What follows belongs to an exercise in optimizing a design on an open flow for small area; a production flow would make more cautious choices. Only simulation tests tie the RTL to the original design; equivalence was not proved. No activity file was given, so power comes from the tool's default toggle rates.

--- flow/config.mk ---
export PLATFORM = sky130hd
export DESIGN_NAME = qcore
export DESIGN_NICKNAME = qcore
export VERILOG_FILES = /design/flow/design.v
export SDC_FILE = /design/flow/constraint.sdc
export NUM_CORES = 4
export LEC_CHECK = 0
export ABC_AREA = 1
export CAP_MARGIN = 20
export CORE_MARGIN = 2
export CORE_UTILIZATION = 60
export SETUP_SLACK_MARGIN = 0.5
export SLEW_MARGIN = 20
--- flow/constraint.sdc ---
create_clock -name core_clock -period 19.0 [get_ports {clk}]
set_input_delay 3.8000 -clock core_clock [delete_from_list [all_inputs] [get_ports {clk}]]
set_output_delay 3.8000 -clock core_clock [all_outputs]
set_load 0.01 [all_outputs]
--- flow/design.v ---
module qcore (
  input              clk,
  input              RESET,       
  input      [15:0]  CMD,
  input      [31:0]  DIN,
  input              CMD_VALID,
  output             READY,
  output reg [31:0]  DOUT,
  output             FAULT,
  output     [3:0]   ERRCODE,
  output reg [15:0]  ERRCMD,
  output     [127:0] MOUT
);
  function [15:0] sat16(input [17:0] x);
    if (!x[17] && x[16:15] != 2'b00)     sat16 = 16'h7FFF;
    else if (x[17] && x[16:15] != 2'b11) sat16 = 16'h8000;
    else                                 sat16 = x[15:0];
  endfunction
  function [31:0] gate_entry(input [2:0] g, input r, input c);
    case (g)
      3'd0: gate_entry = (r != c) ? 32'h7FFF0000 : 32'h00000000;
      3'd1: gate_entry = (r != c) ? 32'h00000000 : (r ? 32'h80000000 : 32'h7FFF0000);
      3'd2: gate_entry = (r & c) ? 32'hA57E0000 : 32'h5A820000;
      3'd5: gate_entry = (r == c) ? 32'h00000000 : (r ? 32'h00007FFF : 32'h00008000);
      3'd6: gate_entry = (r == c) ? 32'h40004000 : 32'h4000C000;
      3'd7: gate_entry = (r == c) ? 32'h4000C000 : 32'h40004000;
      default: gate_entry = 32'h00000000;
    endcase
  endfunction
  reg [32*18-1:0] ring;
  reg [4:0]       ph;
  wire [31:0]     head = ring[31:0];
  reg [15*8-1:0]  scr;
  reg [2:0]       sph;
  wire [14:0]     sc0 = scr[14:0];
  reg [31:0] B0, B1;
  reg [17:0] ACC;
  reg [15:0] R;
  reg        sticky, ssv;
  reg [2:0]  ecode;
  assign ERRCODE = {1'b0, ecode};
  assign FAULT   = |ecode;
  reg        busy;
  assign READY = ~busy;
  reg [4:0]  u;
  reg [3:0]  p;
  reg [2:0]  cnt;
  reg [14:0] mz0, mz1, mz2, mz3, mo0, mo1, mo2, mo3;
  assign MOUT = {1'b0, mz3, 1'b0, mo3, 1'b0, mz2, 1'b0, mo2,
                 1'b0, mz1, 1'b0, mo1, 1'b0, mz0, 1'b0, mo0};
  wire [3:0] opc = CMD[15:12];
  wire [3:0] f2  = CMD[11:8];
  wire [3:0] f1  = CMD[7:4];
  wire [3:0] f0  = CMD[3:0];
  wire gok = (f2 == 4'd0) || (f2 == 4'd1) || (f2 == 4'd2) ||
             (f2 == 4'd5) || (f2 == 4'd6) || (f2 == 4'd7);
  reg [2:0] dec;
  always @* begin
    dec = 3'd0;
    if (opc == 4'hF)
      dec = 3'd1;
    else if (((opc == 4'h0 || opc == 4'h1 || opc == 4'h4 || opc == 4'h8 || opc == 4'h9 ||
               opc == 4'hA || opc == 4'hB || opc == 4'hC || opc == 4'hD) && CMD[11:0] != 12'd0) ||
             (opc == 4'h2 && f1 != 4'd0) ||
             ((opc == 4'h5 || opc == 4'h6 || opc == 4'h7) && CMD[11:4] != 8'd0) ||
             (opc == 4'hE && (f1 != 4'd0 || f0[3:2] != 2'd0)))
      dec = 3'd2;
    else if ((opc == 4'h2 || opc == 4'h3 || opc == 4'hE) && !gok)
      dec = 3'd3;
    else if (((opc == 4'h2 || opc == 4'h3 || opc == 4'h5) && f0[3:2] != 2'd0) ||
             (opc == 4'h3 && f1[3:2] != 2'd0))
      dec = 3'd4;
    else if (opc == 4'h3 && f1 == f0)
      dec = 3'd5;
  end
  wire accept = !busy && CMD_VALID && !FAULT && !RESET;
  wire [3:0] c_opc = ERRCMD[15:12];
  wire [2:0] gs    = ERRCMD[10:8];
  wire [1:0] cq    = ERRCMD[5:4];
  wire [3:0] c_f0  = ERRCMD[3:0];
  wire [1:0] tq    = ERRCMD[1:0];
  wire [3:0] i0 = p;
  wire [3:0] i1 = p | (4'd1 << tq);
  wire       skip = p[tq] || (c_opc[0] && !p[cq]);
  localparam XA = 3'd0, XB = 3'd1, XC = 3'd2, XD = 3'd3, XR = 3'd4, XS = 3'd5, XK = 3'd6;
  localparam TX = 2'd0, THF = 2'd1, T2X = 2'd2, TZ = 2'd3;
  localparam AACC = 2'd0, AZ = 2'd1, AM1 = 2'd2, AP1 = 2'd3;
  localparam C0 = 3'd0, C1 = 3'd1, CX0 = 3'd2, CNX0 = 3'd3, CNS = 3'd4;
  localparam TKP = 3'd0, TKF = 3'd1, TKN = 3'd2, TKNN = 3'd3, TKMF = 3'd4;
  localparam K1 = 2'd0, KMUL = 2'd1, KPASS = 2'd2;
  localparam YC = 2'd0, YD = 2'd1, YK = 2'd2;
  reg [2:0] xsel; reg [1:0] tsel; reg inv; reg [1:0] asel; reg [2:0] csel; reg [2:0] tk;
  reg wph, wsph; reg [4:0] wval;
  reg [1:0] kind; reg [1:0] ysel;
  reg d_acc, d_r, d_dre, d_dim, d_wre, d_wim, d_b1h, d_b0s, d_mout, d_ssv;
  reg done, endunit, first;
  wire [4:0] s0w = {1'b0, i0};
  wire [4:0] s1w = {1'b0, i1};
  wire       lastp = (p == 4'd15);
  always @* begin
    xsel = XA; tsel = TZ; inv = 1'b0; asel = AZ; csel = C0; tk = TKP;
    wph = 1'b0; wsph = 1'b0; wval = 5'd0;
    kind = K1; ysel = YC;
    d_acc = 0; d_r = 0; d_dre = 0; d_dim = 0; d_wre = 0; d_wim = 0;
    d_b1h = 0; d_b0s = 0; d_mout = 0; d_ssv = 0;
    done = 1'b0; endunit = 1'b0; first = 1'b0;
    case (c_opc)
      4'h1: case (u)                                                         
        5'd0: begin wph = 1'b1; wval = {1'b0, p}; d_wre = 1'b1; d_wim = 1'b1; endunit = (p != 4'd15); end
        default: begin wph = 1'b1; wval = 5'd0; xsel = XK; tsel = T2X; d_wre = 1'b1; done = 1'b1; end
      endcase
      4'h7, 4'h8, 4'h9: begin                                                
        wph = 1'b1; xsel = u[0] ? XD : XC; tsel = TX; d_wre = !u[0]; d_wim = u[0]; done = u[0];
        wval = c_opc[3] ? {4'b1000, c_opc[0]} : {1'b0, c_f0};    
      end
      4'h6: case (u)                                                         
        5'd0: begin wph = 1'b1; wval = {1'b0, c_f0}; d_b1h = 1'b1; end
        5'd1: begin xsel = XC; tsel = TX; d_dre = 1'b1; end
        default: begin xsel = XD; tsel = TX; d_dim = 1'b1; done = 1'b1; end
      endcase
      4'h5: case (u)                                                         
        5'd0: begin wsph = 1'b1; wval = {3'b000, c_f0[1:0]}; xsel = XS; tsel = TX; d_dre = 1'b1; end
        default: begin wsph = 1'b1; wval = {3'b001, c_f0[1:0]}; xsel = XS; tsel = TX; d_dim = 1'b1; done = 1'b1; end
      endcase
      4'hE: case (u)                                                         
        5'd0: begin xsel = XK; tsel = TX; d_dre = 1'b1; end
        default: begin xsel = XK; tsel = TX; d_dim = 1'b1; done = 1'b1; end
      endcase
      4'hA: case (u)                                                         
        5'd0: begin wph = 1'b1; wval = 5'd16; d_b1h = 1'b1; end
        5'd1: begin wph = 1'b1; wval = 5'd17; d_b1h = 1'b1; d_b0s = 1'b1; end
        5'd2: begin xsel = XA; tsel = TX; d_acc = 1'b1; end
        5'd3: begin xsel = XC; tsel = TX; asel = AACC; d_dre = 1'b1; end
        5'd4: begin xsel = XB; tsel = TX; d_acc = 1'b1; end
        default: begin xsel = XD; tsel = TX; asel = AACC; d_dim = 1'b1; done = 1'b1; end
      endcase
      4'hB: case (u)                                                         
        5'd0, 5'd1: begin wph = 1'b1; wval = {4'b1000, u[0]}; d_b1h = 1'b1; d_b0s = u[0]; end
        5'd2: begin kind = KMUL; xsel = XB; ysel = YD; end
        5'd3: begin asel = AACC; d_r = 1'b1; end
        5'd4: begin kind = KMUL; xsel = XA; ysel = YC; end
        5'd5: begin xsel = XR; tsel = TX; inv = 1'b1; csel = C1; asel = AACC; d_dre = 1'b1; end
        5'd6: begin kind = KMUL; xsel = XB; ysel = YC; end
        5'd7: begin asel = AACC; d_r = 1'b1; end
        5'd8: begin kind = KMUL; xsel = XA; ysel = YD; end
        default: begin xsel = XR; tsel = TX; asel = AACC; d_dim = 1'b1; done = 1'b1; end
      endcase
      4'hC: case (u)                                                         
        5'd0: begin wph = 1'b1; wval = 5'd16; d_b1h = 1'b1; end
        5'd1: begin xsel = XC; tsel = TX; d_dre = 1'b1; end
        default: begin xsel = XD; tsel = TX; inv = 1'b1; csel = C1; d_dim = 1'b1; done = 1'b1; end
      endcase
      4'hD: case (u)                                                         
        5'd0: begin wph = 1'b1; wval = 5'd16; d_b1h = 1'b1; end
        5'd1: begin kind = KMUL; xsel = XC; ysel = YC; end
        5'd2: begin asel = AACC; d_r = 1'b1; end
        5'd3: begin kind = KMUL; xsel = XD; ysel = YD; end
        5'd4: begin xsel = XR; tsel = TX; asel = AACC; d_dre = 1'b1; end
        default: begin d_dim = 1'b1; done = 1'b1; end
      endcase
      4'h4: case (u)                                                         
        5'd0: begin wph = 1'b1; wval = {1'b0, p}; d_b1h = 1'b1; end
        5'd1: begin kind = KMUL; xsel = XC; ysel = YC; end
        5'd2: begin kind = KPASS; xsel = XS; first = (p == 4'd0); end
        5'd3: begin kind = KMUL; xsel = XD; ysel = YD; end
        5'd4: begin kind = KPASS; xsel = XS; endunit = (p != 4'd15); end
        default: begin wsph = 1'b1; wval = 5'd0; d_mout = 1'b1; done = 1'b1; end
      endcase
      4'h2, 4'h3: begin                                                      
        if (u == 5'd0) begin
          if (skip) begin done = lastp; endunit = !lastp; end
          else begin wph = 1'b1; wval = s0w; d_b1h = 1'b1; end
        end else if (u == 5'd1) begin
          wph = 1'b1; wval = s1w; d_b1h = 1'b1; d_b0s = 1'b1;
        end else begin
          case (gs)
            3'd0, 3'd1, 3'd5: begin                                          
              wph = 1'b1; d_wre = !u[2]; d_wim = u[2];
              tsel = TX;
              case ({gs[2], gs[0], u[1:0]})
                4'b0010: begin tk = TKF; xsel = XC; wval = s0w; end
                4'b0011: begin tk = TKF; xsel = XA; wval = s1w; end
                4'b0000: begin tk = TKF; xsel = XD; wval = s0w; end
                4'b0001: begin tk = TKF; xsel = XB; wval = s1w; end
                4'b0110: begin tk = TKF; xsel = XA; wval = s0w; end
                4'b0111: begin tk = TKN; xsel = XC; wval = s1w; end
                4'b0100: begin tk = TKF; xsel = XB; wval = s0w; end
                4'b0101: begin tk = TKN; xsel = XD; wval = s1w; end
                4'b1110: begin tk = TKNN; xsel = XD; wval = s0w; end
                4'b1111: begin tk = TKMF; xsel = XB; wval = s1w; end
                4'b1100: begin tk = TKN;  xsel = XC; wval = s0w; end
                default: begin tk = TKF;  xsel = XA; wval = s1w; end
              endcase
              done = (u == 5'd5) && lastp; endunit = (u == 5'd5) && !lastp;
            end
            3'd2: case (u)                                                   
              5'd2: begin kind = KMUL; xsel = XC; ysel = YK; end
              5'd3: begin asel = AACC; d_r = 1'b1; d_ssv = 1'b1; end
              5'd4: begin kind = KMUL; xsel = XA; ysel = YK; end
              5'd5: begin wph = 1'b1; wval = s0w; xsel = XR; tsel = TX; asel = AACC; d_wre = 1'b1; end
              5'd6: begin wph = 1'b1; wval = s1w; xsel = XR; tsel = TX; inv = 1'b1; csel = CNS; asel = AACC; d_wre = 1'b1; end
              5'd7: begin kind = KMUL; xsel = XD; ysel = YK; end
              5'd8: begin asel = AACC; d_r = 1'b1; d_ssv = 1'b1; end
              5'd9: begin kind = KMUL; xsel = XB; ysel = YK; end
              5'd10: begin wph = 1'b1; wval = s0w; xsel = XR; tsel = TX; asel = AACC; d_wim = 1'b1; end
              default: begin wph = 1'b1; wval = s1w; xsel = XR; tsel = TX; inv = 1'b1; csel = CNS; asel = AACC; d_wim = 1'b1;
                             done = lastp; endunit = !lastp; end
            endcase
            default: begin                                                   
              tsel = THF;
              case (u[1:0])
                2'd2: begin xsel = XA; d_acc = 1'b1; end
                2'd3: begin xsel = XB; asel = AACC; d_acc = 1'b1; end
                2'd0: begin xsel = XC; asel = AACC; d_acc = 1'b1; end
                default: begin xsel = XD; asel = AACC; wph = 1'b1; end
              endcase
              case (u)
                5'd3:  begin inv = 1'b1; csel = C1; end
                5'd5:  begin csel = CX0; wval = gs[0] ? s1w : s0w; d_wre = 1'b1; end
                5'd7:  begin csel = CX0; end
                5'd9:  begin inv = 1'b1; csel = C1; wval = gs[0] ? s0w : s1w; d_wre = 1'b1; end
                5'd12: begin inv = 1'b1; csel = CNX0; end
                5'd13: begin wval = gs[0] ? s1w : s0w; d_wim = 1'b1; end
                5'd14: begin inv = 1'b1; csel = CNX0; end
                5'd17: begin wval = gs[0] ? s0w : s1w; d_wim = 1'b1; done = lastp; endunit = !lastp; end
                default: ;
              endcase
            end
          endcase
        end
      end
      default: done = 1'b1;                                                  
    endcase
  end
  wire [31:0] kg = gate_entry(c_opc[2] ? gs : 3'd6, c_f0[1], c_f0[0]);    
  reg  [15:0] X;
  always @* begin
    case (xsel)
      XA: X = B0[31:16];
      XB: X = B0[15:0];
      XC: X = B1[31:16];
      XD: X = B1[15:0];
      XR: X = R;
      XS: X = {1'b0, sc0};
      default: X = u[0] ? kg[15:0] : kg[31:16];
    endcase
  end
  wire x_gt0 = !X[15] && (X != 16'd0);
  wire x_eq8 = (X == 16'h8000);
  reg  [15:0] Yw;
  always @* begin
    case (ysel)
      YC: Yw = B1[31:16];
      YD: Yw = B1[15:0];
      default: Yw = 16'h5A82;
    endcase
  end
  wire [2:0] kstep = cnt;
  wire        yfix = x_eq8 && (Yw == 16'h8000);
  wire [16:0] yx = {Yw[15:1], Yw[0] | yfix, 1'b0};
  wire [2:0] trip = yx[{kstep, 1'b0} +: 3];
  wire b_neg  = trip[2] && !(trip[1] && trip[0]);
  wire b_zero = (trip == 3'b000) || (trip == 3'b111);
  wire b_two  = (trip == 3'b011) || (trip == 3'b100);
  reg [1:0] tsel_e, asel_e; reg inv_e, cin_e;
  always @* begin
    tsel_e = tsel; asel_e = asel; inv_e = inv;
    case (csel)
      C1:   cin_e = 1'b1;
      CX0:  cin_e = X[0];
      CNX0: cin_e = !X[0];
      CNS:  cin_e = !ssv;
      default: cin_e = 1'b0;
    endcase
    if (kind == KMUL) begin
      tsel_e = b_zero ? TZ : (b_two ? T2X : TX);
      inv_e  = b_neg; cin_e = b_neg;
      asel_e = (kstep == 3'd0) ? AZ : AACC;
    end else if (kind == KPASS) begin
      tsel_e = first ? TZ : TX;
      asel_e = (p[sph[1:0]] == sph[2]) ? AACC : AZ;
      inv_e = 1'b0; cin_e = 1'b0;
    end else begin
      case (tk)
        TKF:  begin asel_e = x_gt0 ? AM1 : AZ; inv_e = 1'b0; cin_e = x_eq8; end
        TKN:  begin asel_e = AZ; inv_e = 1'b1; cin_e = 1'b1; end
        TKNN: begin asel_e = AZ; inv_e = 1'b0; cin_e = x_eq8; end
        TKMF: begin asel_e = x_gt0 ? AP1 : (x_eq8 ? AM1 : AZ); inv_e = 1'b1; cin_e = 1'b1; end
        default: ;
      endcase
    end
  end
  reg [17:0] T;
  always @* begin
    case (tsel_e)
      TX:  T = {{2{X[15]}}, X};
      THF: T = {{3{X[15]}}, X[15:1]};
      T2X: T = {X[15], X, 1'b0};
      default: T = 18'd0;
    endcase
  end
  reg [17:0] Aop;
  always @* begin
    case (asel_e)
      AACC: Aop = ACC;
      AM1:  Aop = 18'h3FFFF;
      AP1:  Aop = 18'd1;
      default: Aop = 18'd0;
    endcase
  end
  wire [17:0] Bop  = inv_e ? ~T : T;
  wire [18:0] cy;
  wire [17:0] sum;
  assign cy[0] = cin_e;
  genvar gi;
  generate
    for (gi = 0; gi < 18; gi = gi + 1) begin : g_add
      assign sum[gi]  = Aop[gi] ^ Bop[gi] ^ cy[gi];
      assign cy[gi+1] = (Aop[gi] & Bop[gi]) | (cy[gi] & (Aop[gi] ^ Bop[gi]));
    end
  endgenerate
  wire [15:0] wsum = sat16(sum);
  wire [17:0] sum2 = {{2{sum[17]}}, sum[17:2]};
  wire [17:0] sum1 = {sum[17], sum[17:1]};
  wire cond  = (!wph || ph == wval) && (!wsph || sph == wval[2:0]);
  wire fire  = busy && cond;
  wire kend  = (cnt == 3'd7);
  wire multi = (kind != K1);
  wire sdone = fire && (!multi || kend);
  wire [15:0] t_re = (fire && d_wre) ? wsum : head[31:16];
  wire [15:0] t_im = (fire && d_wim) ? wsum : head[15:0];
  wire [14:0] sc7 = (fire && kind == KPASS) ? wsum[14:0] : sc0;
  always @(posedge clk) begin
    ring <= {t_re, t_im, ring[32*18-1:32]};
    scr  <= {sc7, scr[15*8-1:15]};
    if (RESET) begin
      ph  <= 5'd0;
      sph <= 3'd0;
    end else begin
      ph  <= (ph == 5'd17) ? 5'd0 : ph + 5'd1;
      sph <= sph + 3'd1;
    end
  end
  always @(posedge clk) begin
    if (RESET) begin
      busy   <= 1'b0;
      ecode  <= 3'd0;
      ERRCMD <= 16'd0;
    end else if (!busy) begin
      if (CMD_VALID && !FAULT) begin
        ERRCMD <= CMD;
        if (dec != 3'd0) ecode <= dec;
        else begin
          busy <= 1'b1;
          u    <= 5'd0;
          p    <= 4'd0;
          cnt  <= 3'd0;
        end
      end
    end else if (fire) begin
      if (multi && !kend)
        cnt <= cnt + 3'd1;
      else begin
        cnt <= 3'd0;
        if (done) begin
          busy   <= 1'b0;
          ERRCMD <= 16'd0;
        end else if (endunit) begin
          u <= 5'd0;
          p <= p + 4'd1;
        end else
          u <= u + 5'd1;
      end
    end
  end
  always @(posedge clk) begin
    if (accept) B1 <= DIN;
    else if (fire && d_b1h) B1 <= head;
    if (fire && d_b0s) B0 <= B1;
    if (fire && kind == KMUL) begin
      ACC    <= (kstep == 3'd7) ? sum1 : sum2;
      sticky <= ((kstep == 3'd0) ? 1'b0 : sticky) | ((kstep == 3'd7) ? sum[0] : (sum[1] | sum[0]));
    end else if (fire && d_acc)
      ACC <= sum;
    if (fire && d_ssv) ssv <= sticky;
    if (fire && d_r)   R <= wsum;
    if (fire && d_dre) DOUT[31:16] <= wsum;
    if (fire && d_dim) DOUT[15:0]  <= wsum;
    if (fire && d_mout) begin
      mz0 <= scr[15*0 +: 15]; mz1 <= scr[15*1 +: 15]; mz2 <= scr[15*2 +: 15]; mz3 <= scr[15*3 +: 15];
      mo0 <= scr[15*4 +: 15]; mo1 <= scr[15*5 +: 15]; mo2 <= scr[15*6 +: 15]; mo3 <= scr[15*7 +: 15];
    end
  end
endmodule
--- flow/flow/run.sh ---
#!/bin/bash
# The standard layout (standard.sh) with three changes to how the layout is made:
#  - ABC maps the logic with an area-oriented script (flow/abc_area.script, selected by
#    ABC_AREA=1) instead of one that buffers and upsizes; registers are untouched;
#  - the port buffers are the smallest buffer cell;
#  - the clock tree uses clkbuf_4 leaf clusters and no dummy loads.
set -euo pipefail
rm -rf ./scripts_local
cp -r "$FLOW_HOME/scripts" ./scripts_local
cp ./flow/abc_area.script ./scripts_local/abc_area.script
export SCRIPTS_DIR="$PWD/scripts_local"
export BUFFER_PORTS_ARGS="-buffer_cell sky130_fd_sc_hd__buf_1"
export CTS_ARGS="-sink_clustering_enable -repair_clock_nets -buf_list sky130_fd_sc_hd__clkbuf_4 -sink_clustering_size 8 -sink_clustering_max_diameter 40 -dont_use_dummy_load"
bash ./standard.sh > standard_flow.log 2>&1
--- flow/flow/abc_area.script ---
strash
dc2
dch -f
map -a
mfs2
strash
dc2
dch -f
amap
topo
--- flow/standard.sh ---
#!/bin/bash
# synth_recipe.tcl (not shown) runs the flow's synth.tcl, then flattens the netlist and writes it again
# the make line also repeats each setting of config.mk as NAME=value (left out here)
make -C /OpenROAD-flow-scripts/flow DESIGN_CONFIG=/design/flow/config.mk WORK_HOME=/design/flow/orfs CLKGATE_MAP_FILE= SYNTH_SCRIPT=/design/flow/synth_recipe.tcl "${@:-finish}"
==> impl_metrics.csv, run 1 <==
group,metric,value,unit
placed_design,place.detailed.hpwl,51700,um
clock_network,clk_transition_reported_paths,80,ps
die,die_area,0.0494,sq mm
placed_design,placedCellCount,2955,
synthesis,synthCells,2095,
routing,drtIter0Drc,1803,
clock_network,cts_sinks,988,
synthesis,synth_top_area_share,50.7,%
synthesis,ys_ff_latch,988,
timing,max-slew-margin-rel,26.1,%
synthesis,ys_types,52,
clock_network,cts_setup_buffers,0,
routing,drt-met1-wl,30100,um
synthesis,synth_area,0.0286,sq mm
clock_network,ctsHoldBuffers,0,
global_routing,grt_max_degree,89,
pwr,p_comb_share,14.1,%
pwr,power.internal,2.73,mW
clock_network,cts_buffer_depth,3,
routing,drt-total-wl,70900,um
pwr,p_clk_share,25.9,%
timing,period_share,89.4,%
routing,routed-wl-met2,31200,um
synthesis,synth_edf_count,264,
critical_path,path_class,"reg -> reg",
critical_path,cp-start-kind,"register",
synthesis,synth_area_leader_cell,"dfxtp_1",
timing,max_freq,58.9,MHz
timing,fin_worst_skew,94.9,ps
pwr,power_switching_share,26.7,%
timing,finalSetupViolCount,0,
die,ioPinCount,233,
clock_network,cts_resized,0,
timing,slew_viol_final,0,
die,die_h,222,um
critical_path,crit_family,"adder cells",
clock_network,numCtsBuffers,147,
synthesis,postSynth.asyncResetShare,0,%
layout,instances_no_fill,3107,
timing,hold_viol,0,
layout,area_growth,10.6,%
synthesis,yosys-top-cells-area,"dfxtp_1 (51%), edfxtp_1 (28%), nor2_1 (2.5%), clkinv_1 (2.2%), o21ai_0 (2.2%)",
global_routing,overflow,0,
pwr,power_density,118,mW/mm^2
clock_network,clk_latency,1000,ps
synthesis,ys_seq_area_share,78.5,%
routing,via_count,17800,
synthesis,syn-mean-instance-area,13.6,sq um
critical_path,worst_ep_required_time,19890,ps
critical_path,crit_path_start,"u[0]",
job,drv_cap,0,
clock_network,cts_htree_levels,4,
pwr,ir_drop,0.106,mV
routing,final_antenna_net_count,0,
global_routing,grt_pass1_wl,106000,um
critical_path,reg2reg_from,"u[0]",
pwr,p_total,3.72,mW
synthesis,ys.flop_type,"dfxtp_1",
clock_network,ctsRootBufferMaster,"clkbuf_4",
layout,finalNetCount,2588,
outcome,status,"finished clean",
pwr,leakage,11.5,nW
critical_path,critical_path.endpoint_type,"register",
synthesis,yosysWarningCount,1,
die,core_area,0.0468,sq mm
timing,min_period,16980,ps
global_routing,track_usage,29.2,%
critical_path,arrival,17870,ps
routing,highest_layer,"met4",
routing,vias_per_cell,5.73,
routing,wl_per_cell,22.8,um
placed_design,place.port_buffers,223,
min_path,hold_start,"ring[215]",
min_path,hold_class,"reg -> reg",
timing,rsz0062_at_grt,"no",
global_routing,grt_pass1_vias,17600,
critical_path,crit_fanout,16,
die,initial_utilization,61.1,%
global_routing,antenna_found_initial,8,
die,die_x,222,um
critical_path,path_buf_inv,15,
die,rows,79,
timing,setup_tns,0,ps
critical_path,slowest_delay,630,ps
routing,wl_met3,6830,um
critical_path,slowest_stage,"o21ai_0",
pwr,pwr-share-seq,60.0,%
routing,route.detailed.drc,0,
layout,drive_above_1_share,7.94,%
routing,firstDrtPassIters,7,
pwr,switchingPower,0.995,mW
critical_path,cp_common_cell,"fa_1",
timing,worst_pin_slew,1100,ps
placed_design,gp_congestion,0.962,
clock_network,cts_tree,"built",
## through the flow
stage               cell area [sq um]  hold WS (ps)  worst slack (ps)  util [%]
floorplan                       28600           310              4090         -
global placement                30500           309              2820      65.1
detailed placement              30500           312              2290      65.2
CTS                             31600           284              2380      67.5
global route                    31600           281               997      67.6
finish                          31600           287              2020      67.6
## path summary, 6_finish.rpt
check / end / slack [ps] / cells past startpoint
worst max-delay path: ring[572] / 2020 / 60
worst min-delay path: ring[183] / 290 / 0
worst max register to register: ring[572] / 2020 / 60
worst min register to register: ring[183] / 290 / 0
## per-layer routing
| layer | vias to the layer above | track usage, % |
|---|---|---|
| li1 | 8201 | - |
| met1 | 8466 | 39.8 |
| met2 | 954 | 43.1 |
| met3 | 188 | 9.11 |
| met4 | 0 | 13.0 |
| met5 | - | 0 |
## cells in the mapped netlist, types with 5 or more instances
cell       number
o22a_1         19
nor3_1         55
o22ai_1        71
a2111oi_0       9
a31oi_1        20
nand2_1       124
fa_1           17
o221ai_1       11
ha_1           23
or3_1          14
o211ai_1        5
dfxtp_1       724
nor2b_1        15
a222oi_1        8
o21ai_0       123
a22o_1         22
o21a_1         18
edfxtp_1      264
nand4_1         6
a211oi_1       19
buf_4           9
nor4_1         13
a21oi_1        58
and3_1          6
nand3_1        16
nor2_1        191
a221oi_1       13
a22oi_1        12
o32ai_1         5
or2_0           9
clkinv_1      166
## cells in the final DEF (no fill, tap or decap), types with 13 or more instances in the layout
cell	n
o21a_1	18
a31oi_1	17
clkbuf_4	147
ha_1	23
nor2b_1	14
nor2_1	187
a221oi_1	13
dfxtp_1	724
buf_4	31
fa_1	17
nor3_1	48
a211oi_1	18
nand2_1	124
a21oi_1	58
o22ai_1	71
or3_1	14
a22o_1	22
edfxtp_1	264
nand3_1	16
buf_1	223
o21ai_0	121
nor4_1	13
o22a_1	19
clkinv_1	166
## kinds of logic (layout without fill, tap and decap cells)
| kind of cell | after synthesis | after routing | share of synthesized area [%] |
|---|---|---|---|
| compound gates | 432 | 432 | 9.86 |
| buf+inv | 176 | 568 | 2.43 |
| fa+ha+maj | 40 | 40 | 2.20 |
| flops | 988 | 988 | 78.5 |
| simple gates | 458 | 458 | 7.02 |
| other cells | 1 | 14 | 0.0131 |
## flip-flops by register name, summed over array words and instances, names as in the netlist, 16 cells and up
signal / count
DOUT: 32
ERRCMD: 16
ring: 576
B0: 32
ACC: 18
scr: 120
B1: 32
R: 16
## final cells by class
cell class                 count  area, sq um
multi-input combinational    939         5600
tap                          607          759
clock buffer                 147         1100
timing repair buffer         255         1080
fill                        3262        15200
antenna                        5         12.5
sequential                   988        22400
inverter                     166          623
## power by group through the flow
stage | Sequential [mW] | Combinational (mW) | Clock, mW
finish | 2.23 | 0.524 | 0.965
global route | 2.23 | 0.566 | 1.08
CTS | 2.23 | 0.509 | 0.995
detailed placement | 2.28 | 0.504 | 0
global placement | 2.28 | 0.487 | 0
floorplan | 2.28 | 0.324 | 0
==> inputs of run 2 (changes only) <==
--- a/flow/design.v
+++ b/flow/design.v
@@ -35,7 +35,6 @@
   wire [14:0]     sc0 = scr[14:0];
   reg [31:0] B0, B1;
   reg [17:0] ACC;
-  reg [15:0] R;
   reg        sticky, ssv;
   reg [2:0]  ecode;
   assign ERRCODE = {1'b0, ecode};
@@ -82,7 +81,7 @@
   wire [3:0] i0 = p;
   wire [3:0] i1 = p | (4'd1 << tq);
   wire       skip = p[tq] || (c_opc[0] && !p[cq]);
-  localparam XA = 3'd0, XB = 3'd1, XC = 3'd2, XD = 3'd3, XR = 3'd4, XS = 3'd5, XK = 3'd6;
+  localparam XA = 3'd0, XB = 3'd1, XC = 3'd2, XD = 3'd3, XDR = 3'd4, XS = 3'd5, XK = 3'd6;
   localparam TX = 2'd0, THF = 2'd1, T2X = 2'd2, TZ = 2'd3;
   localparam AACC = 2'd0, AZ = 2'd1, AM1 = 2'd2, AP1 = 2'd3;
   localparam C0 = 3'd0, C1 = 3'd1, CX0 = 3'd2, CNX0 = 3'd3, CNS = 3'd4;
@@ -92,7 +91,7 @@
   reg [2:0] xsel; reg [1:0] tsel; reg inv; reg [1:0] asel; reg [2:0] csel; reg [2:0] tk;
   reg wph, wsph; reg [4:0] wval;
   reg [1:0] kind; reg [1:0] ysel;
-  reg d_acc, d_r, d_dre, d_dim, d_wre, d_wim, d_b1h, d_b0s, d_mout, d_ssv;
+  reg d_acc, d_c, d_d, d_dre, d_dim, d_wre, d_wim, d_b1h, d_b0s, d_mout, d_ssv;
   reg done, endunit, first;
   wire [4:0] s0w = {1'b0, i0};
   wire [4:0] s1w = {1'b0, i1};
@@ -101,7 +100,7 @@
     xsel = XA; tsel = TZ; inv = 1'b0; asel = AZ; csel = C0; tk = TKP;
     wph = 1'b0; wsph = 1'b0; wval = 5'd0;
     kind = K1; ysel = YC;
-    d_acc = 0; d_r = 0; d_dre = 0; d_dim = 0; d_wre = 0; d_wim = 0;
+    d_acc = 0; d_c = 0; d_d = 0; d_dre = 0; d_dim = 0; d_wre = 0; d_wim = 0;
     d_b1h = 0; d_b0s = 0; d_mout = 0; d_ssv = 0;
     done = 1'b0; endunit = 1'b0; first = 1'b0;
     case (c_opc)
@@ -136,14 +135,14 @@
       endcase
       4'hB: case (u)                                                         
         5'd0, 5'd1: begin wph = 1'b1; wval = {4'b1000, u[0]}; d_b1h = 1'b1; d_b0s = u[0]; end
-        5'd2: begin kind = KMUL; xsel = XB; ysel = YD; end
-        5'd3: begin asel = AACC; d_r = 1'b1; end
-        5'd4: begin kind = KMUL; xsel = XA; ysel = YC; end
-        5'd5: begin xsel = XR; tsel = TX; inv = 1'b1; csel = C1; asel = AACC; d_dre = 1'b1; end
-        5'd6: begin kind = KMUL; xsel = XB; ysel = YC; end
-        5'd7: begin asel = AACC; d_r = 1'b1; end
-        5'd8: begin kind = KMUL; xsel = XA; ysel = YD; end
-        default: begin xsel = XR; tsel = TX; asel = AACC; d_dim = 1'b1; done = 1'b1; end
+        5'd2: begin kind = KMUL; xsel = XA; ysel = YD; end
+        5'd3: begin asel = AACC; d_dre = 1'b1; end
+        5'd4: begin kind = KMUL; xsel = XB; ysel = YC; end
+        5'd5: begin xsel = XDR; tsel = TX; asel = AACC; d_dim = 1'b1; end
+        5'd6: begin kind = KMUL; xsel = XB; ysel = YD; end
+        5'd7: begin asel = AACC; d_dre = 1'b1; end
+        5'd8: begin kind = KMUL; xsel = XA; ysel = YC; end
+        default: begin xsel = XDR; tsel = TX; inv = 1'b1; csel = C1; asel = AACC; d_dre = 1'b1; done = 1'b1; end
       endcase
       4'hC: case (u)                                                         
         5'd0: begin wph = 1'b1; wval = 5'd16; d_b1h = 1'b1; end
@@ -153,9 +152,9 @@
       4'hD: case (u)                                                         
         5'd0: begin wph = 1'b1; wval = 5'd16; d_b1h = 1'b1; end
         5'd1: begin kind = KMUL; xsel = XC; ysel = YC; end
-        5'd2: begin asel = AACC; d_r = 1'b1; end
+        5'd2: begin asel = AACC; d_dre = 1'b1; end
         5'd3: begin kind = KMUL; xsel = XD; ysel = YD; end
-        5'd4: begin xsel = XR; tsel = TX; asel = AACC; d_dre = 1'b1; end
+        5'd4: begin xsel = XDR; tsel = TX; asel = AACC; d_dre = 1'b1; end
         default: begin d_dim = 1'b1; done = 1'b1; end
       endcase
       4'h4: case (u)                                                         
@@ -195,15 +194,15 @@
             end
             3'd2: case (u)                                                   
               5'd2: begin kind = KMUL; xsel = XC; ysel = YK; end
-              5'd3: begin asel = AACC; d_r = 1'b1; d_ssv = 1'b1; end
+              5'd3: begin asel = AACC; d_c = 1'b1; d_ssv = 1'b1; end
               5'd4: begin kind = KMUL; xsel = XA; ysel = YK; end
-              5'd5: begin wph = 1'b1; wval = s0w; xsel = XR; tsel = TX; asel = AACC; d_wre = 1'b1; end
-              5'd6: begin wph = 1'b1; wval = s1w; xsel = XR; tsel = TX; inv = 1'b1; csel = CNS; asel = AACC; d_wre = 1'b1; end
+              5'd5: begin wph = 1'b1; wval = s0w; xsel = XC; tsel = TX; asel = AACC; d_wre = 1'b1; end
+              5'd6: begin wph = 1'b1; wval = s1w; xsel = XC; tsel = TX; inv = 1'b1; csel = CNS; asel = AACC; d_wre = 1'b1; end
               5'd7: begin kind = KMUL; xsel = XD; ysel = YK; end
-              5'd8: begin asel = AACC; d_r = 1'b1; d_ssv = 1'b1; end
+              5'd8: begin asel = AACC; d_d = 1'b1; d_ssv = 1'b1; end
               5'd9: begin kind = KMUL; xsel = XB; ysel = YK; end
-              5'd10: begin wph = 1'b1; wval = s0w; xsel = XR; tsel = TX; asel = AACC; d_wim = 1'b1; end
-              default: begin wph = 1'b1; wval = s1w; xsel = XR; tsel = TX; inv = 1'b1; csel = CNS; asel = AACC; d_wim = 1'b1;
+              5'd10: begin wph = 1'b1; wval = s0w; xsel = XD; tsel = TX; asel = AACC; d_wim = 1'b1; end
+              default: begin wph = 1'b1; wval = s1w; xsel = XD; tsel = TX; inv = 1'b1; csel = CNS; asel = AACC; d_wim = 1'b1;
                              done = lastp; endunit = !lastp; end
             endcase
             default: begin                                                   
@@ -240,7 +239,7 @@
       XB: X = B0[15:0];
       XC: X = B1[31:16];
       XD: X = B1[15:0];
-      XR: X = R;
+      XDR: X = DOUT[31:16];
       XS: X = {1'b0, sc0};
       default: X = u[0] ? kg[15:0] : kg[31:16];
     endcase
@@ -376,6 +375,10 @@
   always @(posedge clk) begin
     if (accept) B1 <= DIN;
     else if (fire && d_b1h) B1 <= head;
+    else begin
+      if (fire && d_c) B1[31:16] <= wsum;
+      if (fire && d_d) B1[15:0]  <= wsum;
+    end
     if (fire && d_b0s) B0 <= B1;
     if (fire && kind == KMUL) begin
       ACC    <= (kstep == 3'd7) ? sum1 : sum2;
@@ -383,7 +386,6 @@
     end else if (fire && d_acc)
       ACC <= sum;
     if (fire && d_ssv) ssv <= sticky;
-    if (fire && d_r)   R <= wsum;
     if (fire && d_dre) DOUT[31:16] <= wsum;
     if (fire && d_dim) DOUT[15:0]  <= wsum;
     if (fire && d_mout) begin
--- a/flow/flow/run.sh
+++ b/flow/flow/run.sh
@@ -10,5 +10,5 @@
 cp ./flow/abc_area.script ./scripts_local/abc_area.script
 export SCRIPTS_DIR="$PWD/scripts_local"
 export BUFFER_PORTS_ARGS="-buffer_cell sky130_fd_sc_hd__buf_1"
-export CTS_ARGS="-sink_clustering_enable -repair_clock_nets -buf_list sky130_fd_sc_hd__clkbuf_4 -sink_clustering_size 8 -sink_clustering_max_diameter 40 -dont_use_dummy_load"
+export CTS_ARGS="-sink_clustering_enable -repair_clock_nets -buf_list sky130_fd_sc_hd__clkbuf_4 -sink_clustering_size 12 -sink_clustering_max_diameter 30 -dont_use_dummy_load"
 bash ./standard.sh > standard_flow.log 2>&1
==> flow/flow/abc_area.script (replaced) <==
strash
dc2
dch -f
map -a
mfs2
strash
dc2
dch -f
map -a
mfs2
strash
dc2
dch -f
amap
topo
--- a/flow/config.mk
+++ b/flow/config.mk
@@ -6,8 +6,8 @@
 export NUM_CORES = 4
 export LEC_CHECK = 0
 export ABC_AREA = 1
-export CAP_MARGIN = 20
+export CAP_MARGIN = 0
 export CORE_MARGIN = 2
 export CORE_UTILIZATION = 60
 export SETUP_SLACK_MARGIN = 0.5
-export SLEW_MARGIN = 20
+export SLEW_MARGIN = 0
==> run 2 against run 1 <==
Critical path depth up 2; synthesized cell count grew 0.48%; count of clock-buffer cells in the layout shrank 29; die area fell by 0.97%; global-route usage increased by 0.90 points; worst setup slack worse by 360 ps; area after synthesis down 0.99%; total power shrank 1.7%; register-to-register slack worse by 360 ps; highest routed layer is now met5; sequential cell count decreased by 16; critical endpoint is now B1[29]; core utilization is 0.79 points lower; largest power group unchanged; largest cell class unchanged.
==> impl_metrics.csv, run 2 <==
group,metric,value,unit
timing,max_freq,57.7,MHz
synthesis,synth_common_cells,"dfxtp_1 (724), nor2_1 (251), edfxtp_1 (248)",
synthesis,postSynth.asyncResetShare,0,%
layout,top_regs,"ring (576), scr (120)",
synthesis,synth_area,0.0283,sq mm
clock_network,cts_tree,"built",
critical_path,reg2reg_from,"u[0]",
clock_network,clk_latency,930,ps
synthesis,ys_ff_latch,972,
placed_design,place.port_buffers,223,
clock_network,cts_htree_levels,3,
min_path,hold_start,"ring[243]",
timing,period_share,91.3,%
critical_path,cp-start-kind,"register",
timing,min_period,17340,ps
layout,area_growth,9.93,%
timing,worst_pin_slew,1240,ps
outcome,status,"finished clean",
timing,setup_tns,0,ps
min_path,hold_class,"reg -> reg",
routing,drtIter0Drc,2068,
pwr,power_density,118,mW/mm^2
global_routing,grt_pass1_wl,110000,um
synthesis,yosysWarningCount,1,
layout,final_util,66.8,%
timing,fin_worst_skew,123,ps
layout,final_cell_mix,"dfxtp_1 (724), edfxtp_1 (248), nor2_1 (248)",
timing,finalSetupViolCount,0,
synthesis,ys.flop_type,"dfxtp_1",
global_routing,grt_pass1_vias,18100,
critical_path,slowest_stage,"o311ai_2",
global_routing,grt_max_degree,82,
synthesis,ys_seq_area_share,77.6,%
pwr,ir_drop,0.0880,mV
timing,hold_viol,0,
layout,finalNetCount,2569,
critical_path,crit_family,"adder cells",
clock_network,cts_sinks,972,
global_routing,antenna_found_initial,6,
clock_network,cts_buffer_depth,3,
critical_path,cp_common_cell,"fa_1",
synthesis,synth_area_leader_cell,"dfxtp_1",
synthesis,syn-mean-instance-area,13.4,sq um
clock_network,ctsRootBufferMaster,"clkbuf_4",
layout,regMostFlops,"ring",
critical_path,arrival,18070,ps
critical_path,slowest_delay,630,ps
die,initial_utilization,60.8,%
die,die_area,0.0489,sq mm
synthesis,synth_most_common_cell,"dfxtp_1",
layout,fillCellCount,3291,
routing,firstDrtPassIters,7,
timing,slew_viol_final,0,
placed_design,placedCellCount,2966,
clock_network,numCtsBuffers,118,
synthesis,synth_top_area_share,51.2,%
placed_design,gp_congestion,1.05,
routing,vias_per_cell,5.88,
timing,holdWs,217,ps
die,rows,79,
die,die_x,221,um
job,drv_cap,0,
global_routing,track_usage,30.1,%
die,core_area,0.0466,sq mm
critical_path,critical_path.endpoint_type,"register",
layout,drive_above_1_share,6.94,%
critical_path,path_buf_inv,15,
die,die_h,221,um
critical_path,path_class,"reg -> reg",
routing,wl_per_cell,23.8,um
layout,largest_register_ffs,576,
critical_path,crit_fanout,14,
timing,max-slew-margin-rel,17.1,%
synthesis,ys_types,52,
clock_network,clk_transition_reported_paths,110,ps
synthesis,yosys-top-cells-area,"dfxtp_1 (51%), edfxtp_1 (26%), nor2_1 (3.3%), clkinv_1 (2.5%), o21ai_0 (1.6%)",
routing,route.detailed.drc,0,
layout,final_common_cell,"dfxtp_1",
synthesis,synth_edf_count,248,
timing,rsz0062_at_grt,"no",
placed_design,place.detailed.hpwl,54200,um
global_routing,overflow,0,
pwr,leakage,11.4,nW
synthesis,synthCells,2105,
routing,drt-total-wl,73600,um
layout,instances_no_fill,3087,
routing,final_antenna_net_count,0,
critical_path,crit_path_start,"u[0]",
die,ioPinCount,233,
critical_path,worst_ep_required_time,19730,ps
clock_network,cts_setup_buffers,0,
routing,via_count,18100,
-- run 2: changes by cell type after synthesis, sizes merged, moves of 15 or more --
cell    delta
nor2      +60
nand2     -35
o32a      +32
o21ai     -30
clkinv    +25
a22o      -22
edfxtp    -16
a21oi     +15
-- run 2: layout make-up --
class / count / area (sq um) / share of cell area (%)
clock buffer: 118 / 886 / 2.85
antenna: 3 / 7.51 / 0.0241
inverter: 191 / 721 / 2.32
timing repair buffer: 256 / 1080 / 3.49
multi-input combinational: 940 / 5700 / 18.3
sequential: 972 / 21900 / 70.6
tap: 607 / 759 / 2.44
-- run 2: worst paths after layout --
kind	slack, ps	depth (start not counted)	endpoint
worst max-delay path	1660	62	B1[29]
worst min-delay path	220	0	ring[211]
worst max register to register	1660	62	B1[29]
worst min register to register	220	0	ring[211]
-- run 2: where the power goes --
part | leakage, nW | switching [mW] | total (mW) | internal, mW
clock network | 0.543 | 0.576 | 0.859 | 0.283
registers | 8.36 | 0.0309 | 2.23 | 2.20
logic | 2.50 | 0.379 | 0.566 | 0.188
-- run 2: routing by layer --
metal | wire length (um) | GRT usage [%]
met1 | 31100 | 41.9
met4 | 3200 | 13.4
met5 | 26 | 0
met2 | 32200 | 44.3
met3 | 7100 | 8.37
-- run 2: cells by family (layout without fill, tap and decap cells) --
group / after synthesis / count (layout) / synth area share, %
AO/OA/AOI/OAI: 436 / 436 / 10.6
adder cells (fa/ha/maj): 39 / 39 / 2.18
buffers and inverters: 201 / 565 / 2.79
flip-flops: 972 / 972 / 77.6
other: 1 / 12 / 0.0133
AND/OR/NAND/NOR: 456 / 456 / 6.88
-- run 2: stage by stage --
stage | power (mW) | setup WS [ps] | instance area (sq um)
floorplan | 2.62 | 4320 | 28300
global placement | 2.79 | 1640 | 30200
detailed placement | 2.82 | 793 | 30200
CTS | 3.66 | 687 | 31000
global route | 3.81 | 551 | 31100
finish | 3.66 | 1660 | 31100
-- run 2: repair_timing --
action / CTS / global route
resized for setup: 0 / 11
hold buffers: 0 / 0
hold endpoints to repair: 0 / 0
endpoints found under the setup margin: 0 / 110
==> inputs of run 3 (changes only) <==
--- a/flow/flow/run.sh
+++ b/flow/flow/run.sh
@@ -10,5 +10,5 @@
 cp ./flow/abc_area.script ./scripts_local/abc_area.script
 export SCRIPTS_DIR="$PWD/scripts_local"
 export BUFFER_PORTS_ARGS="-buffer_cell sky130_fd_sc_hd__buf_1"
-export CTS_ARGS="-sink_clustering_enable -repair_clock_nets -buf_list sky130_fd_sc_hd__clkbuf_4 -sink_clustering_size 12 -sink_clustering_max_diameter 30 -dont_use_dummy_load"
+export CTS_ARGS="-sink_clustering_enable -repair_clock_nets -buf_list sky130_fd_sc_hd__clkbuf_4 -sink_clustering_size 8 -sink_clustering_max_diameter 40 -dont_use_dummy_load"
 bash ./standard.sh > standard_flow.log 2>&1
==> run 3 against run 2 <==
Still clean on timing, DRC and antenna; synthesized cell count stayed put; worst setup slack worse by 36 ps; global-route usage grew 0.45 points; combinational power about the same; first-iteration DRC count is 12% higher; design area up 0.59%; core utilization grew 0.39 points; critical path type unchanged; largest cell class unchanged.
==> impl_metrics.csv, run 3 <==
group,metric,value,unit
critical_path,crit_end,"B1[29]",
timing,period_share,91.5,%
global_routing,grt_pass1_vias,18300,
synthesis,syn-mean-instance-area,13.4,sq um
clock_network,cts_sinks,972,
timing,finalSetupViolCount,0,
layout,final_cell_mix,"dfxtp_1 (724), edfxtp_1 (248), nor2_1 (248)",
clock_network,clk_latency,1000,ps
die,rows,79,
pwr,power_density,120,mW/mm^2
synthesis,postSynth.asyncResetShare,0,%
outcome,status,"finished clean",
critical_path,cp-start-kind,"register",
placed_design,place_area,0.0302,sq mm
synthesis,synth_common_cells,"dfxtp_1 (724), nor2_1 (251), edfxtp_1 (248)",
synthesis,ys_types,52,
min_path,hold_class,"reg -> reg",
clock_network,cts_buffer_depth,3,
timing,slew_viol_final,0,
pwr,ir_drop,0.104,mV
layout,final_common_cell,"dfxtp_1",
timing,max-slew-margin-rel,17.6,%
critical_path,crit_path_start,"u[0]",
timing,max_freq,57.5,MHz
synthesis,synth_area,0.0283,sq mm
job,drv_cap,0,
routing,wl_per_cell,23.8,um
routing,drtIter0Drc,2322,
synthesis,ys_seq_area_share,77.6,%
die,ioPinCount,233,
synthesis,synth_top_area_share,51.2,%
placed_design,place.port_buffers,223,
synthesis,ys.flop_type,"dfxtp_1",
timing,setup_tns,0,ps
critical_path,reg2reg_from,"u[0]",
routing,firstDrtPassIters,12,
layout,area_growth,10.6,%
die,die_area,0.0489,sq mm
die,die_h,221,um
critical_path,worst_ep_required_time,19810,ps
routing,via_count,18300,
global_routing,grt_max_degree,82,
critical_path,crit_fanout,14,
critical_path,path_buf_inv,15,
timing,fin_worst_skew,106,ps
synthesis,ys_ff_latch,972,
pwr,leakage,11.5,nW
synthesis,synth_edf_count,248,
synthesis,synthCells,2105,
critical_path,critical_path.endpoint_type,"register",
layout,largest_register_ffs,576,
global_routing,overflow,0,
routing,route.detailed.drc,0,
critical_path,slowest_delay,610,ps
critical_path,cp_common_cell,"fa_1",
critical_path,crit_family,"adder cells",
placed_design,place.detailed.hpwl,54200,um
layout,stdcell_area,0.0313,sq mm
routing,drt-total-wl,74200,um
global_routing,track_usage,30.5,%
routing,final_antenna_net_count,0,
timing,min_period,17380,ps
clock_network,cts_tree,"built",
die,core_area,0.0466,sq mm
clock_network,clk_transition_reported_paths,80,ps
critical_path,cp.depth,64,
critical_path,rrSetupSlack,1620,ps
clock_network,cts_htree_levels,4,
critical_path,arrival,18190,ps
clock_network,ctsRootBufferMaster,"clkbuf_4",
critical_path,reg2reg_to,"B1[29]",
global_routing,grt_pass1_wl,111000,um
layout,fillCellCount,3252,
layout,regMostFlops,"ring",
clock_network,numCtsBuffers,142,
layout,drive_above_1_share,7.84,%
pwr,p_total,3.74,mW
layout,top_regs,"ring (576), scr (120)",
critical_path,slowest_stage,"o21ai_0",
synthesis,synth_area_leader_cell,"dfxtp_1",
placed_design,gp_congestion,1.05,
routing,vias_per_cell,5.89,
global_routing,antenna_found_initial,6,
die,initial_utilization,60.8,%
synthesis,yosys-top-cells-area,"dfxtp_1 (51%), edfxtp_1 (26%), nor2_1 (3.3%), clkinv_1 (2.5%), o21ai_0 (1.6%)",
layout,multiInputGateArea,0.00570,sq mm
layout,finalNetCount,2593,
timing,worst_pin_slew,1230,ps
critical_path,r2r_cells,64,
critical_path,path_class,"reg -> reg",
synthesis,yosysWarningCount,1,
timing,hold_viol,0,
layout,register_area,0.0219,sq mm
synthesis,synth_most_common_cell,"dfxtp_1",
die,die_x,221,um
timing,rsz0062_at_grt,"no",
run 3: worst min-delay path by stage:
stage | startpoint | end | slack (ps) | cells past startpoint
final | ring[53] | ring[21] | 280 | 0
after global routing | ring[88] | ring[56] | 290 | 0
after floorplan | ring[32] | ring[0] | 310 | 0
after CTS | ring[40] | ring[8] | 300 | 0
after global placement | ring[304] | ring[272] | 310 | 0
after detailed placement | ring[444] | ring[412] | 310 | 0
run 3: cell type report:
type	instances	share of cell area, %
multi-input cells	940	18.2
inverters	191	2.30
well taps	607	2.43
diodes	4	0.0320
repair buffers	256	3.47
clock buffers	142	3.41
flip-flops and latches	972	70.1
run 3: cell families after synthesis:
family	after synthesis	share of synthesized area, %
flops	972	77.6
other cells	1	0.0133
compound gates	436	10.6
simple gates	456	6.88
buf+inv	201	2.79
fa+ha+maj	39	2.18
run 3: through the flow:
step           setup slack [ps]  cells  hold slack [ps]  util (%)
2_1_floorplan              4320   2113              310         -
3_3_place_gp               1640   2966              309      64.8
3_5_place_dp                793   2966              312      64.8
4_1_cts                     667   3108              298      67.1
5_1_grt                     505   3109              290      67.2
6_report                   1620   3112              280      67.2
run 3: per-layer routing:
layer,GRT usage (%),up-vias,part of all wire (%)
met5,0,-,0.018
met4,14.5,2,4.0
met3,8.80,237,9.7
met2,44.7,1052,44
met1,42.2,8785,43
li1,-,8245,-
run 3: power breakdown:
| group | internal (mW) | total [mW] | leakage [nW] | switching [mW] |
|---|---|---|---|---|
| logic | 0.188 | 0.568 | 2.50 | 0.381 |
| registers | 2.20 | 2.23 | 8.36 | 0.0308 |
| clock network | 0.344 | 0.944 | 0.653 | 0.600 |
run 3: timing repair:
item | CTS | global route
setup endpoints to repair | 0 | 111
resized for setup | 0 | 11
hold buffers | 0 | 0
setup buffers | 0 | 0
==> inputs of run 4 (changes only) <==
--- a/flow/flow/run.sh
+++ b/flow/flow/run.sh
@@ -10,5 +10,5 @@
 cp ./flow/abc_area.script ./scripts_local/abc_area.script
 export SCRIPTS_DIR="$PWD/scripts_local"
 export BUFFER_PORTS_ARGS="-buffer_cell sky130_fd_sc_hd__buf_1"
-export CTS_ARGS="-sink_clustering_enable -repair_clock_nets -buf_list sky130_fd_sc_hd__clkbuf_4 -sink_clustering_size 8 -sink_clustering_max_diameter 40 -dont_use_dummy_load"
+export CTS_ARGS="-sink_clustering_enable -repair_clock_nets -buf_list sky130_fd_sc_hd__clkbuf_4 -sink_clustering_size 10 -sink_clustering_max_diameter 35 -dont_use_dummy_load"
 bash ./standard.sh > standard_flow.log 2>&1
==> run 4 against run 3 <==
Still clean on timing, DRC and antenna; fmax grew 0.25%; worst setup slack improved by 43 ps; design area fell by 0.58%; combinational power barely moved.
==> impl_metrics.csv, run 4 <==
group,metric,value,unit
clock_network,clk_transition_reported_paths,100,ps
pwr,p_clk_share,23.6,%
synthesis,synthCells,2105,
clock_network,numCtsBuffers,118,
die,die_x,221,um
timing,min_period,17340,ps
clock_network,ctsRootBufferMaster,"clkbuf_4",
min_path,whs_endpoint,"ring[238]",
clock_network,cts_htree_levels,3,
synthesis,synth_top_area_share,51.2,%
synthesis,synth_area_leader_cell,"dfxtp_1",
placed_design,place.detailed.hpwl,54200,um
placed_design,place.port_buffers,223,
min_path,hold_depth,0,
synthesis,ys_types,52,
synthesis,ys.flop_type,"dfxtp_1",
routing,vias_per_cell,5.88,
clock_network,cts_setup_buffers,0,
pwr,power_density,118,mW/mm^2
clock_network,ctsHoldBuffers,0,
critical_path,reg2reg_from,"u[0]",
die,rows,79,
layout,regMostFlops,"ring",
pwr,power.internal,2.67,mW
critical_path,r2r_cells,64,
critical_path,rrSetupSlack,1660,ps
synthesis,ys_ff_latch,972,
routing,drt-total-wl,74400,um
global_routing,grt_pass1_vias,18200,
layout,largest_register_ffs,576,
synthesis,synth_area,0.0283,sq mm
critical_path,path_class,"reg -> reg",
layout,drive_above_1_share,6.94,%
clock_network,clk_latency,900,ps
layout,stdcell_area,0.0311,sq mm
routing,final_antenna_net_count,0,
critical_path,crit_fanout,14,
synthesis,synth_most_common_cell,"dfxtp_1",
layout,top_regs,"ring (576), scr (120)",
pwr,ir_drop,0.109,mV
timing,setup_tns,0,ps
job,drv_cap,0,
global_routing,overflow,0,
pwr,power_switching_share,27.1,%
timing,holdWs,276,ps
routing,route.detailed.drc,0,
layout,fillCellCount,3287,
die,die_area,0.0489,sq mm
min_path,hold_class,"reg -> reg",
critical_path,slowest_delay,600,ps
clock_network,cts_sinks,972,
timing,fin_worst_skew,120,ps
layout,final_cell_mix,"dfxtp_1 (724), edfxtp_1 (248), nor2_1 (248)",
layout,finalNetCount,2569,
placed_design,place_area,0.0302,sq mm
critical_path,cp_common_cell,"fa_1",
synthesis,synth_common_cells,"dfxtp_1 (724), nor2_1 (251), edfxtp_1 (248)",
synthesis,yosysWarningCount,1,
die,initial_utilization,60.8,%
die,die_h,221,um
global_routing,track_usage,30.4,%
synthesis,ys_seq_area_share,77.6,%
synthesis,postSynth.asyncResetShare,0,%
timing,rsz0062_at_grt,"no",
critical_path,slowest_stage,"o21ai_0",
synthesis,yosys-top-cells-area,"dfxtp_1 (51%), edfxtp_1 (26%), nor2_1 (3.3%), clkinv_1 (2.5%), o21ai_0 (1.6%)",
critical_path,critical_path.endpoint_type,"register",
die,core_area,0.0466,sq mm
critical_path,arrival,18040,ps
routing,firstDrtPassIters,7,
clock_network,cts_tree,"built",
critical_path,cp-start-kind,"register",
critical_path,worst_ep_required_time,19710,ps
routing,wl_per_cell,24.1,um
global_routing,grt_max_degree,82,
critical_path,reg2reg_to,"B1[29]",
timing,max-slew-margin-rel,17.1,%
routing,drtIter0Drc,2149,
synthesis,syn-mean-instance-area,13.4,sq um
die,ioPinCount,233,
layout,final_common_cell,"dfxtp_1",
pwr,pwr-share-seq,60.9,%
pwr,switchingPower,0.994,mW
global_routing,grt_pass1_wl,111000,um
timing,worst_pin_slew,1240,ps
timing,max_freq,57.7,MHz
layout,area_growth,9.93,%
timing,finalSetupViolCount,0,
synthesis,synth_edf_count,248,
timing,period_share,91.2,%
placed_design,gp_congestion,1.05,
clock_network,cts_buffer_depth,3,
pwr,leakage,11.4,nW
min_path,hold_start,"ring[270]",
routing,via_count,18100,
timing,hold_viol,0,
outcome,status,"finished clean",
timing,slew_viol_final,0,
clock_network,cts_resized,0,
global_routing,antenna_found_initial,6,
pwr,p_comb_share,15.6,%
-- run 4: cell counts after synthesis --
No cell type changed its count.
-- run 4: routing by layer --
| metal | up-vias | wire (um) | GRT usage (%) |
|---|---|---|---|
| li1 | 8173 | - | - |
| met1 | 8683 | 31300 | 42.2 |
| met4 | 4 | 3090 | 14.2 |
| met2 | 1054 | 32700 | 45.5 |
| met5 | - | 27 | 0 |
| met3 | 225 | 7280 | 7.40 |
-- run 4: how the worst max path moves through the flow --
stage                     startpoint  endpoint  slack [ps]  cells past startpoint
after global placement          u[0]    B1[19]        1640                     57
after detailed placement        u[0]    B1[29]         790                     57
after global routing            u[0]    B1[13]         540                     64
final                           u[0]    B1[29]        1660                     64
after floorplan                 u[0]    B1[19]        4320                     54
after CTS                       u[0]    B1[29]         720                     57
-- run 4: metrics by stage --
step	total power, mW	worst slack, ps	std cells	util [%]
3_3_place_gp	2.79	1640	2966	64.8
3_5_place_dp	2.82	793	2966	64.8
5_1_grt	3.81	545	3085	66.8
2_1_floorplan	2.62	4320	2113	-
6_report	3.66	1660	3087	66.8
4_1_cts	3.67	724	3084	66.7
-- run 4: power groups by stage --
stage / Combinational (mW) / Clock, mW / Sequential (mW)
6_report: 0.570 / 0.864 / 2.23
3_3_place_gp: 0.517 / 0 / 2.28
3_5_place_dp: 0.544 / 0 / 2.28
4_1_cts: 0.550 / 0.888 / 2.23
5_1_grt: 0.614 / 0.966 / 2.23
2_1_floorplan: 0.364 / 0 / 2.26
-- run 4: kinds of logic (layout without fill, tap and decap cells) --
logic type	count (synthesis)	count (layout)	synth area share [%]
adders and majority gates	39	39	2.18
buffers and inverters	201	565	2.79
AOI/OAI and AO/OA	436	436	10.6
other	1	12	0.0133
DFF	972	972	77.6
and+or+nand+nor	456	456	6.88
-- run 4: layout make-up --
class	count	area, sq um	share of cell area, %
flip-flops and latches	972	21900	70.6
multi-input cells	940	5700	18.3
repair buffers	256	1080	3.49
clock buffers	118	886	2.85
well taps	607	759	2.44
inverters	191	721	2.32
diodes	3	7.51	0.0241
-- run 4: critical path, delay by kind of cell, from the launching register on --
family	cells	cell delay [ps]
AOI/OAI and AO/OA	14	3630
adders and majority gates	17	6120
buffers and inverters	15	3340
DFF	1	490
and+or+nand+nor	18	3570
==> inputs of run 5 (changes only) <==
==> flow/flow/abc_area.script (replaced) <==
strash
&get -n
&deepsyn -T 60
&put
dch -f
amap
topo
==> run 5 against run 4 <==
Clock power hardly changed; sequential share of layout area is 2.0 points higher; highest routed layer is now met4; global-route usage shrank 1.8 points; largest cell class unchanged; routed wire length shrank 9.4%.
==> impl_metrics.csv, run 5 <==
group,metric,value,unit
global_routing,use_met3,5.39,%
layout,register_area,0.0219,sq mm
timing,max-slew-margin-rel,24.1,%
clock_network,cts_htree_levels,3,
critical_path,arrival,17910,ps
global_routing,grt_pass1_vias,16300,
pwr,power_switching_share,24.6,%
die,die_h,218,um
clock_network,clk_latency,910,ps
placed_design,place.port_buffers,223,
clock_network,cts_resized,0,
timing,worst_pin_slew,1130,ps
timing,rsz0062_at_grt,"no",
die,die_x,218,um
timing,min_period,17230,ps
placed_design,place.detailed.hpwl,48800,um
critical_path,cp_common_cell,"fa_1",
timing,max_freq,58.0,MHz
pwr,power_density,112,mW/mm^2
routing,route.detailed.drc,0,
synthesis,synth_area_leader_cell,"dfxtp_1",
synthesis,syn-mean-instance-area,14.1,sq um
timing,period_share,90.7,%
clock_network,cts_tree,"built",
global_routing,use_met1,40.0,%
global_routing,track_usage,28.6,%
synthesis,ys_seq_area_share,79.6,%
synthesis,yosysWarningCount,1,
layout,stdcell_area,0.0303,sq mm
synthesis,yosys-top-cells-area,"dfxtp_1 (53%), edfxtp_1 (27%), nor2_1 (2.2%), o21ai_0 (2.2%), clkinv_1 (2.1%)",
synthesis,synthCells,1950,
timing,fin_worst_skew,99.2,ps
job,drv_cap,0,
clock_network,ctsRootBufferMaster,"clkbuf_4",
synthesis,synth_edf_count,248,
die,rows,78,
critical_path,path_class,"reg -> reg",
layout,area_growth,9.82,%
routing,via_count,16700,
synthesis,synth_common_cells,"dfxtp_1 (724), edfxtp_1 (248), nor2_1 (162)",
synthesis,synth_top_area_share,52.6,%
min_path,hold_class,"reg -> reg",
global_routing,use_met2,44.4,%
layout,largest_register_ffs,576,
synthesis,ys.flop_type,"dfxtp_1",
global_routing,grt_pass1_wl,100000,um
global_routing,grt.busiest_layer,"met2",
pwr,p_clk_share,25.6,%
synthesis,ys_ff_latch,972,
layout,top_regs,"ring (576), scr (120)",
die,initial_utilization,60.7,%
routing,vias_per_cell,5.72,
global_routing,antenna_found_initial,4,
layout,drive_above_1_share,6.78,%
routing,wl_per_cell,23.1,um
layout,regMostFlops,"ring",
placed_design,place_area,0.0293,sq mm
pwr,p_comb_share,9.3,%
die,die_area,0.0476,sq mm
timing,slew_viol_final,0,
pwr,leakage,11.0,nW
pwr,ir_drop,0.0934,mV
outcome,status,"finished clean",
timing,finalWorstSetupSlack,1770,ps
routing,firstDrtPassIters,7,
synthesis,ys_types,55,
critical_path,slowest_stage,"or2_0",
layout,multiInputGateArea,0.00507,sq mm
synthesis,synth_most_common_cell,"dfxtp_1",
pwr,pwr-share-seq,65.1,%
synthesis,postSynth.asyncResetShare,0,%
clock_network,ctsHoldBuffers,0,
critical_path,crit_fanout,16,
die,ioPinCount,233,
synthesis,synth_area,0.0276,sq mm
pwr,switchingPower,0.830,mW
pwr,power.internal,2.55,mW
layout,fillCellCount,3181,
layout,final_cell_mix,"dfxtp_1 (724), edfxtp_1 (248), buf_1 (223)",
routing,final_antenna_net_count,0,
critical_path,path_buf_inv,12,
critical_path,worst_ep_required_time,19680,ps
global_routing,grt_max_degree,73,
critical_path,slowest_delay,710,ps
die,core_area,0.0454,sq mm
critical_path,critical_path.endpoint_type,"register",
timing,hold_viol,0,
placed_design,pre_cts_ws,1330,ps
clock_network,cts_sinks,972,
routing,drtIter0Drc,1599,
critical_path,cp-start-kind,"register",
timing,finalSetupViolCount,0,
clock_network,clk_transition_reported_paths,110,ps
layout,finalNetCount,2407,
placed_design,gp_congestion,0.988,
routing,drt-total-wl,67400,um
timing,setup_tns,0,ps
clock_network,cts_setup_buffers,0,
global_routing,overflow,0,
layout,final_common_cell,"dfxtp_1",
clock_network,numCtsBuffers,120,
clock_network,cts_buffer_depth,3,
critical_path,crit_family,"adder cells",
## run 5: changes by cell type after synthesis, sizes merged, moves of 10 or more
cell | previous run | this run
o22ai | 70 | 46
o221ai | 13 | 23
a21oi | 73 | 59
clkinv | 191 | 153
nor3 | 42 | 22
nor2 | 251 | 162
a222oi | 13 | 26
a22oi | 11 | 42
nand2 | 89 | 104
o21ai | 93 | 119
o32a | 32 | 2
## run 5: metrics by stage
stage	total power, mW	cells	utilization [%]	hold slack, ps
global placement	2.54	2795	64.6	310
detailed placement	2.55	2795	64.6	312
CTS	3.40	2915	66.6	286
global route	3.51	2916	66.7	278
finish	3.38	2917	66.7	283
floorplan	2.43	1958	-	310
## run 5: area by class of cell
cell class | count | share of cell area (%)
sequential | 972 | 72.5
multi-input combinational | 823 | 16.7
timing repair buffer | 247 | 3.36
clock buffer | 120 | 2.98
tap | 600 | 2.48
inverter | 153 | 1.90
antenna | 2 | 0.0165
## run 5: routing by layer
layer	wire, um	part of all wire [%]
met5	0	0
met4	2220	3.3
met3	5040	7.5
met1	29200	43
met2	31000	46
## run 5: worst paths after layout
| check | cells past startpoint | endpoint | startpoint | slack (ps) |
|---|---|---|---|---|
| setup / recovery | 62 | B1[19] | u[0] | 1770 |
| hold / removal | 0 | ring[193] | ring[225] | 280 |
| setup reg to reg | 62 | B1[19] | u[0] | 1770 |
| hold reg to reg | 0 | ring[193] | ring[225] | 280 |
## run 5: power groups by stage
stage | combinational, mW | sequential [mW] | clock, mW
2_1_floorplan | 0.194 | 2.23 | 0
3_3_place_gp | 0.295 | 2.25 | 0
3_5_place_dp | 0.304 | 2.25 | 0
4_1_cts | 0.306 | 2.20 | 0.890
5_1_grt | 0.343 | 2.20 | 0.966
6_report | 0.315 | 2.20 | 0.864
## run 5: logic make-up after synthesis
family | count (synthesis) | share of synthesized area (%)
AO/OA/AOI/OAI | 415 | 10.1
flip-flops | 972 | 79.6
buffers and inverters | 163 | 2.34
adder cells (fa/ha/maj) | 39 | 2.23
other | 1 | 0.0136
AND/OR/NAND/NOR | 360 | 5.64
## run 5: worst reg2reg max path: cells and delay by family (launching register included)
family,cells,cell delay [ps]
simple gates,16,3410
buf+inv,12,2490
flops,1,530
compound gates,17,4720
fa+ha+maj,17,5920

[port drivers added, routing unchanged]
The results above use ideal ports. As a check the final layouts listed here were re-extracted and re-timed, cells and wires unchanged.
Step 1 sets driving cells, clkbuf_16 on the clock port and buf_2 on the other inputs (assumed; they add their load-dependent delay and slew).
Step 2 times the ports against the registers' clock, not the clock port: input delays grow and output delays shrink by t, the midpoint of the rising clock arrivals with the driver on.
a / b / c = no drivers / after step 1 / after step 2; a / b = the first two.
run | shift t [ns] | slack for setup (ns) | hold WS [ns] | worst setup path after step 2 | worst slew at a driven data input, ns
run 1 | 1.006 | 2.017 / 2.017 / 2.017 | 0.287 / 0.287 / 0.287 | register to register | 0.07
run 2 | 0.925 | 1.657 / 1.657 / 1.657 | 0.217 / 0.217 / 0.217 | register to register | 0.04
run 3 | 1.008 | 1.621 / 1.621 / 1.621 | 0.280 / 0.280 / 0.280 | register to register | 0.04
run 4 | 0.900 | 1.664 / 1.664 / 1.664 | 0.276 / 0.276 / 0.276 | register to register | 0.04
run 5 | 0.909 | 1.771 / 1.771 / 1.771 | 0.283 / 0.283 / 0.283 | register to register | 0.06
After both steps every run listed still meets setup and hold.
